Context: an optimization exercise on an open-source flow, tuned for small area, a short achievable clock period and few clock cycles. The choices shown serve that exercise and are no tape-out recipe.
RTL that was checked went through simulation tests only; none was proved equivalent to the original.

==> module spse_unit, before the edit <==
module spse_unit (
    input  wire        clk,
    input  wire        rst_n,
    input  wire        mv_valid,
    output wire        mv_ready,
    input  wire [31:0] mv_steps,
    input  wire        smp_valid,
    output wire        smp_ready,
    input  wire [31:0] smp_ticks,
    output wire        desc_valid,
    input  wire        desc_ready,
    output wire [31:0] desc_data
);
    reg  [30:0] out;
    reg         ov;
    reg  [31:0] W;
    reg         wb, wf;
    reg  [31:0] s;
    reg         snz;           
    reg         tr, mk;
    reg         sr, mr;        
    reg         wsat, wbig;    
    reg         wlast;         
    assign desc_valid = ov;
    assign desc_data  = {1'b0, out};
    assign smp_ready  = sr;
    assign mv_ready   = mr;
    wire load = !ov || desc_ready;
    wire        t_big, t_sat;
    wire [14:0] t_L;
    spse_first u_first (.t(smp_ticks), .big(t_big), .sat(t_sat), .L(t_L));
    wire [30:0] t_first = {t_L, 1'b1, 15'd10};
    wire [14:0] w_L     = wsat ? 15'h7fff : W[14:0] - 15'd10;
    wire [30:0] w_first = {w_L, 1'b1, 15'd10};
    wire        last  = wlast;
    wire [14:0] hw    = W[15:1];
    wire [14:0] d0    = hw - 15'd16388;                      
    wire [14:0] d1    = hw - (W[0] ? 15'd16388 : 15'd16389); 
    wire [30:0] cont  = last ? {d1, 1'b0, d0} : {15'h7fff, 1'b0, 15'h7fff};
    wire take  = smp_valid && sr;
    wire mv_go = mv_valid && mr;
    wire e_w     = load && wb;
    wire e_mk    = load && !wb && mk;
    wire e_first = load && take;
    wire e_tr    = load && !wb && !mk && tr && !snz;
    reg        wb_n, wf_n, snz_n, tr_n, mk_n;
    always @(*) begin
        wb_n = wb;
        wf_n = wf;
        if (take) begin
            wb_n = load ? t_big : 1'b1;
            wf_n = !load;
        end else if (e_w) begin
            if (wf) begin
                wf_n = 1'b0;
                wb_n = wbig;
            end else if (last) begin
                wb_n = 1'b0;
            end else begin
                wb_n = W != 32'd98311;                    
            end
        end
        snz_n = snz;
        tr_n  = tr;
        mk_n  = mk;
        if (mv_go) begin
            snz_n = mv_steps != 32'd0;
            tr_n  = 1'b1;
            mk_n  = tr && !e_tr;
        end else begin
            if (take)
                snz_n = s != 32'd1;
            if (e_mk)
                mk_n = 1'b0;
            if (e_tr)
                tr_n = 1'b0;
        end
    end
    always @(posedge clk) begin
        if (!rst_n) begin
            ov <= 1'b0;
            wb <= 1'b0;
            wf <= 1'b0;
            tr <= 1'b0;
            mk <= 1'b0;
            sr <= 1'b0;
            mr <= 1'b1;
        end else begin
            if (e_w)
                out <= wf ? w_first : cont;
            else if (e_first)
                out <= t_first;
            else if (e_mk || e_tr)
                out <= 31'd0;
            if (load)
                ov <= e_w || e_mk || e_first || e_tr;
            if (take) begin
                W     <= smp_ticks;
                wsat  <= t_sat;
                wbig  <= t_big;
                wlast <= smp_ticks < 32'd98311;
            end else if (e_w && !wf && !last) begin
                W     <= W - 32'd65534;
                wlast <= W < 32'd163845;                 
            end
            if (mv_go)
                s <= mv_steps;
            else if (take)
                s <= s - 32'd1;
            wb  <= wb_n;
            wf  <= wf_n;
            snz <= snz_n;
            tr  <= tr_n;
            mk  <= mk_n;
            sr  <= !wb_n && !mk_n && tr_n && snz_n;
            mr  <= !tr_n || (!snz_n && !mk_n);
        end
    end
endmodule
==> module spse_first, before the edit <==
module spse_first (
    input  wire [31:0] t,
    output wire        big,       
    output wire        sat,       
    output wire [14:0] L
);
    wire        hi   = |t[31:16];
    wire        ge9  = |t[14:4] | (t[3] & |t[2:0]);      
    wire        ge10 = |t[14:4] | (t[3] & |t[2:1]);      
    wire        lt10 = !(t[3] & |t[2:1]);                
    wire [3:0]  low  = t[3:0] - 4'd10;
    reg  [14:0] sub;
    integer     i;
    always @(*) begin
        sub[3:0] = low;
        for (i = 4; i < 15; i = i + 1)
            sub[i] = t[i] ^ (lt10 & ~|(t[14:0] & ((15'd1 << i) - 15'd16)));
    end
    assign big = hi | (t[15] & ge10);
    assign sat = hi | (t[15] & ge9);
    assign L   = sub | {15{sat}};
endmodule
clock: 11.0 ns
lec_check: 0
cap_margin: 20
core_margin: 2
core_utilization: 60
cts_buf_list: sky130_fd_sc_hd__clkbuf_16
cts_cluster_diameter: 80
cts_cluster_size: 24
slew_margin: 20
synth_hierarchical: 1
standard.sh (not shown) runs the stock make flow with config.mk's settings and CLKGATE_MAP_FILE= SYNTH_SCRIPT=/design/flow/synth_recipe.tcl, a recipe that flattens the netlist after the stock synthesis.
==> flow/flow/run.sh <==
#!/bin/bash
# The standard layout, with these changes to how it is made:
#  - synthesis leaves out the flow's Kogge-Stone carry map for adders
#    (SYNTH_OPERATIONS_ARGS replaces the default "-extra-map
#    lcu_kogge_stone.v"; -booth only affects multipliers, of which the
#    design has none), so adders keep Yosys's own smaller carry logic;
#    registers and their names are unchanged; nor does it map adders to
#    the library's half/full adder cells (ADDER_MAP_FILE empty), leaving
#    them to ABC with the rest of the logic
#  - ports are buffered with buf_1 instead of the flow's default pick
#  - timing repair aims at a setup slack margin (ns) so that the layout is
#    optimised for a shorter period than the 11 ns constraint; the margin
#    for the repair right after synthesis and the one for the later
#    repairs (after CTS and global routing) are read from flow/margins.txt
#    (the constraints themselves are unchanged)
set -euo pipefail
read -r FP_MARGIN LATE_MARGIN < flow/margins.txt
BUF="BUFFER_PORTS_ARGS=-buffer_cell sky130_fd_sc_hd__buf_1"
OPS="SYNTH_OPERATIONS_ARGS=-booth"
ADD="ADDER_MAP_FILE="
bash standard.sh floorplan "$OPS" "$ADD" "SETUP_SLACK_MARGIN=${FP_MARGIN}" "$BUF" > standard_make_1.log 2>&1
bash standard.sh finish "$OPS" "$ADD" "SETUP_SLACK_MARGIN=${LATE_MARGIN}" "$BUF" > standard_make_2.log 2>&1
==> flow/flow/margins.txt <==
0 7.5
Then changed:
--- a/flow/design.v
+++ b/flow/design.v
@@ -46,10 +46,9 @@
     reg  [31:0] s;
     reg         snz;           
     reg         tr, mk;
     reg         sr, mr;        
-    reg         wsat, wbig;    
-    reg         wlast;         
+    wire        wlast = W < 32'd98311;                   
     assign desc_valid = ov;
     assign desc_data  = {1'b0, out};
     assign smp_ready  = sr;
     assign mv_ready   = mr;
@@ -57,8 +56,10 @@
     wire        t_big, t_sat;
     wire [14:0] t_L;
     spse_first u_first (.t(smp_ticks), .big(t_big), .sat(t_sat), .L(t_L));
     wire [30:0] t_first = {t_L, 1'b1, 15'd10};
+    wire        wsat    = W > 32'd32776;
+    wire        wbig    = W > 32'd32777;
     wire [14:0] w_L     = wsat ? 15'h7fff : W[14:0] - 15'd10;
     wire [30:0] w_first = {w_L, 1'b1, 15'd10};
     wire        last  = wlast;
     wire [14:0] hw    = W[15:1];
@@ -66,8 +67,23 @@
     wire [14:0] d1    = hw - (W[0] ? 15'd16388 : 15'd16389); 
     wire [30:0] cont  = last ? {d1, 1'b0, d0} : {15'h7fff, 1'b0, 15'h7fff};
     wire take  = smp_valid && sr;
     wire mv_go = mv_valid && mr;
+    reg  [31:0] s_dec;
+    wire        ef = load && wb && !wf && !wlast;
+    wire        ec = ef && &W[15:1];             
+    wire        ed = ef && !(&W[15:1]);          
+    reg  [31:0] W_sub;
+    integer     k;
+    always @(*) begin
+        for (k = 0; k < 32; k = k + 1)
+            s_dec[k] = s[k] ^ (take && !(|(s & ((32'd1 << k) - 32'd1))));
+        W_sub[0] = W[0];
+        for (k = 1; k < 16; k = k + 1)
+            W_sub[k] = W[k] ^ (ef && &(W[15:0] | ~((32'd1 << k) - 32'd2)));
+        for (k = 16; k < 32; k = k + 1)
+            W_sub[k] = W[k] ^ (ed && !(|(W & ((32'd1 << k) - 32'd65536))));
+    end
     wire e_w     = load && wb;
     wire e_mk    = load && !wb && mk;
     wire e_first = load && take;
     wire e_tr    = load && !wb && !mk && tr && !snz;
@@ -121,21 +137,8 @@
             else if (e_mk || e_tr)
                 out <= 31'd0;
             if (load)
                 ov <= e_w || e_mk || e_first || e_tr;
-            if (take) begin
-                W     <= smp_ticks;
-                wsat  <= t_sat;
-                wbig  <= t_big;
-                wlast <= smp_ticks < 32'd98311;
-            end else if (e_w && !wf && !last) begin
-                W     <= W - 32'd65534;
-                wlast <= W < 32'd163845;                 
-            end
-            if (mv_go)
-                s <= mv_steps;
-            else if (take)
-                s <= s - 32'd1;
             wb  <= wb_n;
             wf  <= wf_n;
             snz <= snz_n;
             tr  <= tr_n;
@@ -143,27 +146,19 @@
             sr  <= !wb_n && !mk_n && tr_n && snz_n;
             mr  <= !tr_n || (!snz_n && !mk_n);
         end
     end
+    always @(posedge clk) begin
+        W <= take ? smp_ticks : W_sub;
+        s <= mv_go ? mv_steps : s_dec;
+    end
 endmodule
 module spse_first (
     input  wire [31:0] t,
     output wire        big,       
     output wire        sat,       
     output wire [14:0] L
 );
-    wire        hi   = |t[31:16];
-    wire        ge9  = |t[14:4] | (t[3] & |t[2:0]);      
-    wire        ge10 = |t[14:4] | (t[3] & |t[2:1]);      
-    wire        lt10 = !(t[3] & |t[2:1]);                
-    wire [3:0]  low  = t[3:0] - 4'd10;
-    reg  [14:0] sub;
-    integer     i;
-    always @(*) begin
-        sub[3:0] = low;
-        for (i = 4; i < 15; i = i + 1)
-            sub[i] = t[i] ^ (lt10 & ~|(t[14:0] & ((15'd1 << i) - 15'd16)));
-    end
-    assign big = hi | (t[15] & ge10);
-    assign sat = hi | (t[15] & ge9);
-    assign L   = sub | {15{sat}};
+    assign big = t > 32'd32777;
+    assign sat = t > 32'd32776;
+    assign L   = sat ? 15'h7fff : t[14:0] - 15'd10;
 endmodule
Result: Non-clock buffer count goes down by 2. Hold slack loses 150 ps. Cell area goes down by about 6.4%. First-iteration DRC count goes down by about 13%. Via count goes down by 4.4%. Register-to-register slack loses 120 ps. Global-route usage goes down by 0.26 points.
No functional check of the RTL was part of any run of this note.

* * *

Setup of violet:
spse_enc4, a different RTL version from the one above (not shown whole).
Size in the first run: about 2900 cells after synthesis, about 410 flip-flops, roughly 27000 µm² of cells after synthesis.
==> module spse_unit, before the edit <==
module spse_unit (
    input  wire        clk,
    input  wire        rst_n,
    input  wire        mv_valid,
    output wire        mv_ready,
    input  wire [31:0] mv_steps,
    input  wire        smp_valid,
    output wire        smp_ready,
    input  wire [31:0] smp_ticks,
    output wire        desc_valid,
    input  wire        desc_ready,
    output wire [31:0] desc_data
);
    reg  [30:0] out;
    reg         ov;
    reg  [31:0] W;
    reg         wb, wf;
    reg  [31:0] s;
    reg         snz;           
    reg         tr, mk;
    reg         sr, mr;        
    assign desc_valid = ov;
    assign desc_data  = {1'b0, out};
    assign smp_ready  = sr;
    assign mv_ready   = mr;
    wire load = !ov || desc_ready;
    wire        t_big   = smp_ticks > 32'd32777;             
    wire        t_sat   = smp_ticks > 32'd32776;             
    wire [14:0] t_L     = t_sat ? 15'h7fff : smp_ticks[14:0] - 15'd10;
    wire [30:0] t_first = {t_L, 1'b1, 15'd10};
    wire        w_big   = W > 32'd32777;
    wire        w_sat   = W > 32'd32776;
    wire [14:0] w_L     = w_sat ? 15'h7fff : W[14:0] - 15'd10;
    wire [30:0] w_first = {w_L, 1'b1, 15'd10};
    wire        last  = W < 32'd98311;                       
    wire [14:0] hw    = W[15:1];
    wire [14:0] d0    = hw - 15'd16388;                      
    wire [14:0] d1    = hw - (W[0] ? 15'd16388 : 15'd16389); 
    wire [30:0] cont  = last ? {d1, 1'b0, d0} : {15'h7fff, 1'b0, 15'h7fff};
    wire take  = smp_valid && sr;
    wire mv_go = mv_valid && mr;
    wire e_w     = load && wb;
    wire e_mk    = load && !wb && mk;
    wire e_first = load && take;
    wire e_tr    = load && !wb && !mk && tr && !snz;
    reg        wb_n, wf_n, snz_n, tr_n, mk_n;
    always @(*) begin
        wb_n = wb;
        wf_n = wf;
        if (take) begin
            wb_n = load ? t_big : 1'b1;
            wf_n = !load;
        end else if (e_w) begin
            if (wf) begin
                wf_n = 1'b0;
                wb_n = w_big;
            end else if (last) begin
                wb_n = 1'b0;
            end else begin
                wb_n = W != 32'd98311;                    
            end
        end
        snz_n = snz;
        tr_n  = tr;
        mk_n  = mk;
        if (mv_go) begin
            snz_n = mv_steps != 32'd0;
            tr_n  = 1'b1;
            mk_n  = tr && !e_tr;
        end else begin
            if (take)
                snz_n = s != 32'd1;
            if (e_mk)
                mk_n = 1'b0;
            if (e_tr)
                tr_n = 1'b0;
        end
    end
    always @(posedge clk) begin
        if (!rst_n) begin
            ov <= 1'b0;
            wb <= 1'b0;
            wf <= 1'b0;
            tr <= 1'b0;
            mk <= 1'b0;
            sr <= 1'b0;
            mr <= 1'b1;
        end else begin
            if (e_w)
                out <= wf ? w_first : cont;
            else if (e_first)
                out <= t_first;
            else if (e_mk || e_tr)
                out <= 31'd0;
            if (load)
                ov <= e_w || e_mk || e_first || e_tr;
            if (take)
                W <= smp_ticks;
            else if (e_w && !wf && !last)
                W <= W - 32'd65534;
            if (mv_go)
                s <= mv_steps;
            else if (take)
                s <= s - 32'd1;
            wb  <= wb_n;
            wf  <= wf_n;
            snz <= snz_n;
            tr  <= tr_n;
            mk  <= mk_n;
            sr  <= !wb_n && !mk_n && tr_n && snz_n;
            mr  <= !tr_n || (!snz_n && !mk_n);
        end
    end
endmodule
==> flow/config.mk <==
export PLATFORM = sky130hd
export DESIGN_NAME = spse_enc4
export DESIGN_NICKNAME = spse_enc4
export VERILOG_FILES = /design/flow/design.v
export SDC_FILE = /design/flow/constraint.sdc
export NUM_CORES = 4
export LEC_CHECK = 0
export CAP_MARGIN = 20
export CORE_MARGIN = 2
export CORE_UTILIZATION = 60
export CTS_BUF_LIST = sky130_fd_sc_hd__clkbuf_4 sky130_fd_sc_hd__clkbuf_8
export CTS_CLUSTER_SIZE = 30
export SLEW_MARGIN = 20
==> flow/constraint.sdc <==
create_clock -name core_clock -period 11.0 [get_ports {clk}]
set_input_delay 2.2000 -clock core_clock [delete_from_list [all_inputs] [get_ports {clk}]]
set_output_delay 2.2000 -clock core_clock [all_outputs]
set_load 0.01 [all_outputs]
==> flow/flow/run.sh <==
#!/bin/bash
# The standard layout, with two changes to how it is made:
#  - ports are buffered with buf_1 instead of the flow's default pick
#  - timing repair aims at a setup slack margin of SETUP_MARGIN ns, so the
#    layout is optimised for a shorter period than the 11 ns constraint
#    (the constraints themselves are unchanged)
set -euo pipefail
SETUP_MARGIN=$(cat flow/setup_margin.txt)
bash standard.sh finish \
  "SETUP_SLACK_MARGIN=${SETUP_MARGIN}" \
  "BUFFER_PORTS_ARGS=-buffer_cell sky130_fd_sc_hd__buf_1" \
  > standard_make.log 2>&1
==> flow/flow/setup_margin.txt <==
7.5
diff inputs: violet => cedar
--- a/flow/design.v
+++ b/flow/design.v
@@ -46,8 +46,10 @@
     reg  [31:0] s;
     reg         snz;           
     reg         tr, mk;
     reg         sr, mr;        
+    reg         wsat, wbig;    
+    reg         wlast;         
     assign desc_valid = ov;
     assign desc_data  = {1'b0, out};
     assign smp_ready  = sr;
     assign mv_ready   = mr;
@@ -55,13 +57,11 @@
     wire        t_big   = smp_ticks > 32'd32777;             
     wire        t_sat   = smp_ticks > 32'd32776;             
     wire [14:0] t_L     = t_sat ? 15'h7fff : smp_ticks[14:0] - 15'd10;
     wire [30:0] t_first = {t_L, 1'b1, 15'd10};
-    wire        w_big   = W > 32'd32777;
-    wire        w_sat   = W > 32'd32776;
-    wire [14:0] w_L     = w_sat ? 15'h7fff : W[14:0] - 15'd10;
+    wire [14:0] w_L     = wsat ? 15'h7fff : W[14:0] - 15'd10;
     wire [30:0] w_first = {w_L, 1'b1, 15'd10};
-    wire        last  = W < 32'd98311;                       
+    wire        last  = wlast;
     wire [14:0] hw    = W[15:1];
     wire [14:0] d0    = hw - 15'd16388;                      
     wire [14:0] d1    = hw - (W[0] ? 15'd16388 : 15'd16389); 
     wire [30:0] cont  = last ? {d1, 1'b0, d0} : {15'h7fff, 1'b0, 15'h7fff};
@@ -80,9 +80,9 @@
             wf_n = !load;
         end else if (e_w) begin
             if (wf) begin
                 wf_n = 1'b0;
-                wb_n = w_big;
+                wb_n = wbig;
             end else if (last) begin
                 wb_n = 1'b0;
             end else begin
                 wb_n = W != 32'd98311;                    
@@ -121,12 +121,17 @@
             else if (e_mk || e_tr)
                 out <= 31'd0;
             if (load)
                 ov <= e_w || e_mk || e_first || e_tr;
-            if (take)
-                W <= smp_ticks;
-            else if (e_w && !wf && !last)
-                W <= W - 32'd65534;
+            if (take) begin
+                W     <= smp_ticks;
+                wsat  <= t_sat;
+                wbig  <= t_big;
+                wlast <= smp_ticks < 32'd98311;
+            end else if (e_w && !wf && !last) begin
+                W     <= W - 32'd65534;
+                wlast <= W < 32'd163845;                 
+            end
             if (mv_go)
                 s <= mv_steps;
             else if (take)
                 s <= s - 32'd1;
--- outcome ---
[cedar vs violet] met2 demand-to-capacity share in global routing: higher in cedar
When cedar is measured against violet, its number of instances in the synthesized netlist turns out 87 higher.
The length of routed wiring on met1 number comes out lower for violet vs cedar.
For final hold slack, violet and cedar come out practically identical.
Summary — total placed instance area, cedar relative to violet: higher, by about 4%.
Of cedar and violet, cedar shows the higher number of synthesized register bits, with violet below it.
Testbench counts of cedar, summed over its fixed seeds: cycles 2,549.
Function not checked in violet: the RTL went through the layout flow alone.

re-timing with driven ports:
The flow's constraints put no driver on any port. The routed layouts listed below were extracted and timed again, unchanged, in two steps. Step 1 (the two cells are an assumption about what drives the block):
set clk [get_ports {clk}]
set_driving_cell -lib_cell sky130_fd_sc_hd__clkbuf_16 $clk
set_driving_cell -lib_cell sky130_fd_sc_hd__buf_2 [delete_from_list [all_inputs] $clk]
Step 2 times the ports against the registers' clock, not the clock port: input delays grow and output delays shrink by t, the midpoint of the rising clock arrivals with the driver on. a / b / c = ideal / step 1 / step 2; a / b = the first two.
run | t (ns) | setup slack, ns | hold WS [ns] | clock arrival spread, ns
the first run of note 1 | 0.652 | 7.450 / 7.472 / 6.820 | 0.628 / 0.628 / 0.628 | 0.039 / 0.040
the second run of note 1 | 0.649 | 7.487 / 7.474 / 6.872 | 0.475 / 0.475 / 0.475 | 0.038 / 0.038
violet | 0.718 | 7.206 / 7.224 / 6.507 | 0.534 / 0.534 / 0.534 | 0.028 / 0.029
cedar | 0.706 | 7.358 / 7.376 / 6.670 | 0.532 / 0.532 / 0.532 | 0.037 / 0.036
After both steps every run listed still meets setup and hold. The setup slack of violet, which loses most, moves by +0.018 ns with the drivers and by -0.699 ns with both steps.
